Context: an optimization exercise on an open-source flow, tuned for small area, a short achievable clock period and few clock cycles. The choices shown serve that exercise and are no tape-out recipe. In this exercise RTL edits were held to simulation tests only and were not proved equivalent to the original.

Design biquad_fc, start of the top module:
module biquad_fc (
    input             clk,
    input             rst_n,        
    input             coef_we,
    input      [2:0]  coef_sel,
    input      [31:0] coef_data,
    input             hist_clr,     
    input             in_valid,
    output            in_ready,
    input      [31:0] in_l,
    input      [31:0] in_r,
    output reg        out_valid,
    output     [31:0] out_l,
    output     [31:0] out_r
);
export LEC_CHECK = 0
export ABC_AREA = 1
export CAP_MARGIN = 20
export CORE_MARGIN = 2
export CORE_UTILIZATION = 32
export PLACE_DENSITY = 0.5
export SLEW_MARGIN = 20
export TNS_END_PERCENT = 0
create_clock -name core_clock -period 45.0 [get_ports {clk}]
standard.sh (not shown) runs the stock make flow with config.mk's settings and CLKGATE_MAP_FILE= SYNTH_SCRIPT=/design/flow/synth_recipe.tcl, a recipe that flattens the netlist after the stock synthesis.
==> flow/flow/run.sh <==
#!/bin/bash
set -euo pipefail
bash standard.sh SETUP_SLACK_MARGIN=36 finish > make.log 2>&1
Testbench counts at the start, summed over its fixed seeds: cycles 166,440.
Change:
--- a/flow/config.mk
+++ b/flow/config.mk
@@ -11,2 +11,2 @@
-export CORE_UTILIZATION = 32
-export PLACE_DENSITY = 0.5
+export CORE_UTILIZATION = 55
+export PLACE_DENSITY = 0.7
After rerunning: Flip-flop and latch count does not change; worst hold slack degrades by 0.0036 ns; clock-buffer cell count goes down by 9; cell area goes down by 2.3%; worst setup slack improves by 0.41 ns; final cell count goes down by 9.9%; via count goes up by 2.9%.
Change:
--- a/flow/config.mk
+++ b/flow/config.mk
@@ -11,2 +11,2 @@
-export CORE_UTILIZATION = 55
-export PLACE_DENSITY = 0.7
+export CORE_UTILIZATION = 40
+export PLACE_DENSITY = 0.6
Outcome: Cell count increases by 5.5%; fmax decreases by 1.1%; routed wire length increases by 0.80%.

---

biquad_fc, a different RTL version from the one above (not shown whole).
For scale: roughly 12000 cells after synthesis, ~900 flip-flops, roughly 170 I/O pins, ~0.083 sq mm of cells after synthesis.
==> flow/design.v (excerpt) <==
module biquad_fc (
    input             clk,
    input             rst_n,        
    input             coef_we,
    input      [2:0]  coef_sel,
    input      [31:0] coef_data,
    input             hist_clr,     
    input             in_valid,
    output            in_ready,
    input      [31:0] in_l,
    input      [31:0] in_r,
    output reg        out_valid,
    output     [31:0] out_l,
    output     [31:0] out_r
);
Settings: LEC_CHECK=0, ABC_AREA=1, CAP_MARGIN=20, CORE_MARGIN=2, CORE_UTILIZATION=40, PLACE_DENSITY=0.6, SLEW_MARGIN=20, TNS_END_PERCENT=0; clock period 45.0 ns.
Scripts as last shown in full above: flow/flow/run.sh
Testbench counts at the start, summed over its fixed seeds: cycles 166,440.
==> next run, changes <==
==> flow/flow/run.sh (replaced) <==
#!/bin/bash
set -euo pipefail
bash standard.sh SETUP_SLACK_MARGIN=33 finish > make.log 2>&1
CORE_UTILIZATION = 55   (was 40)
PLACE_DENSITY = 0.7   (was 0.6)
After rerunning:
- The changed run produced a clean layout
- routed wire length went down by 5.4%
- register-to-register slack is worse by 0.82 ns
- cell area went down by about 2.6%
- maximum frequency went down by 5.8%
- worst setup slack is worse by 0.82 ns
==> next run, changes <==
CORE_UTILIZATION = 40   (was 55)
PLACE_DENSITY = 0.6   (was 0.7)
What happened: Clock-buffer cell count climbs by 18. Final cell count climbs by a few percent. Maximum frequency climbs by a few percent. Utilization drops by 16 points. Final area climbs by a few percent.
==> next run, changes <==
==> flow/flow/run.sh (replaced) <==
#!/bin/bash
set -euo pipefail
bash standard.sh SETUP_SLACK_MARGIN=30 finish > make.log 2>&1
TNS_END_PERCENT = unset   (was 0)
- The new run produced a clean layout
- critical path depth climbs by 11
- core utilization drops by 0.50 points
- die area is unchanged
- non-clock buffer count drops by 54
- via count stays flat
==> next run, changes <==
==> flow/flow/run.sh (replaced) <==
#!/bin/bash
set -euo pipefail
bash standard.sh SETUP_SLACK_MARGIN=33 finish > make.log 2>&1
CAP_MARGIN = 0   (was 20)
SLEW_MARGIN = 0   (was 20)
TNS_END_PERCENT = 0   (was unset)
The changed run passed the timing, DRC and antenna checks.
Worst setup slack is better by 0.86 ns.
Via count stays flat.
Core utilization is higher by 0.54 points.
Design area climbs by 1.2%.

separate check: timing with driven ports:
The results above use ideal ports. As a check the final layouts listed here were re-extracted and re-timed, cells and wires unchanged.
Step 1 sets driving cells, clkbuf_16 on the clock port and buf_2 on the other inputs (assumed; they add their load-dependent delay and slew).
Step 2 also shifts input and output timing later by t, the mid clock arrival at the registers, as if the neighbouring blocks saw the same clock.
Slacks: ideal ports / drivers / drivers and shift; pairs: ideal ports / drivers.
| run | shift t [ns] | slack for setup (ns) | clock arrival spread, ns | slew at the worst register clock pin (ns) | worst data-port slew with drivers (ns) |
|---|---|---|---|---|---|
| the first run of note 1 | 0.846 | 30.683 / 30.683 / 30.683 | 0.120 / 0.119 | 0.07 / 0.07 | 0.27 |
| the second run of note 1 | 0.831 | 31.094 / 31.094 / 31.094 | 0.112 / 0.111 | 0.07 / 0.07 | 0.24 |
| the third run of note 1 | 0.827 | 30.939 / 30.939 / 30.939 | 0.120 / 0.121 | 0.08 / 0.08 | 0.29 |
| the first run of note 2 | 0.826 | 31.624 / 31.624 / 31.624 | 0.067 / 0.067 | 0.07 / 0.07 | 0.19 |
| the second run of note 2 | 0.801 | 30.807 / 30.807 / 30.807 | 0.129 / 0.128 | 0.08 / 0.08 | 0.20 |
| the third run of note 2 | 0.826 | 31.624 / 31.624 / 31.624 | 0.067 / 0.067 | 0.07 / 0.07 | 0.19 |
| the fourth run of note 2 | 0.833 | 30.714 / 30.714 / 30.714 | 0.107 / 0.107 | 0.08 / 0.08 | 0.23 |
| the fifth run of note 2 | 0.813 | 31.572 / 31.572 / 31.572 | 0.102 / 0.102 | 0.08 / 0.08 | 0.19 |
After both steps setup and hold are still met in every run listed.
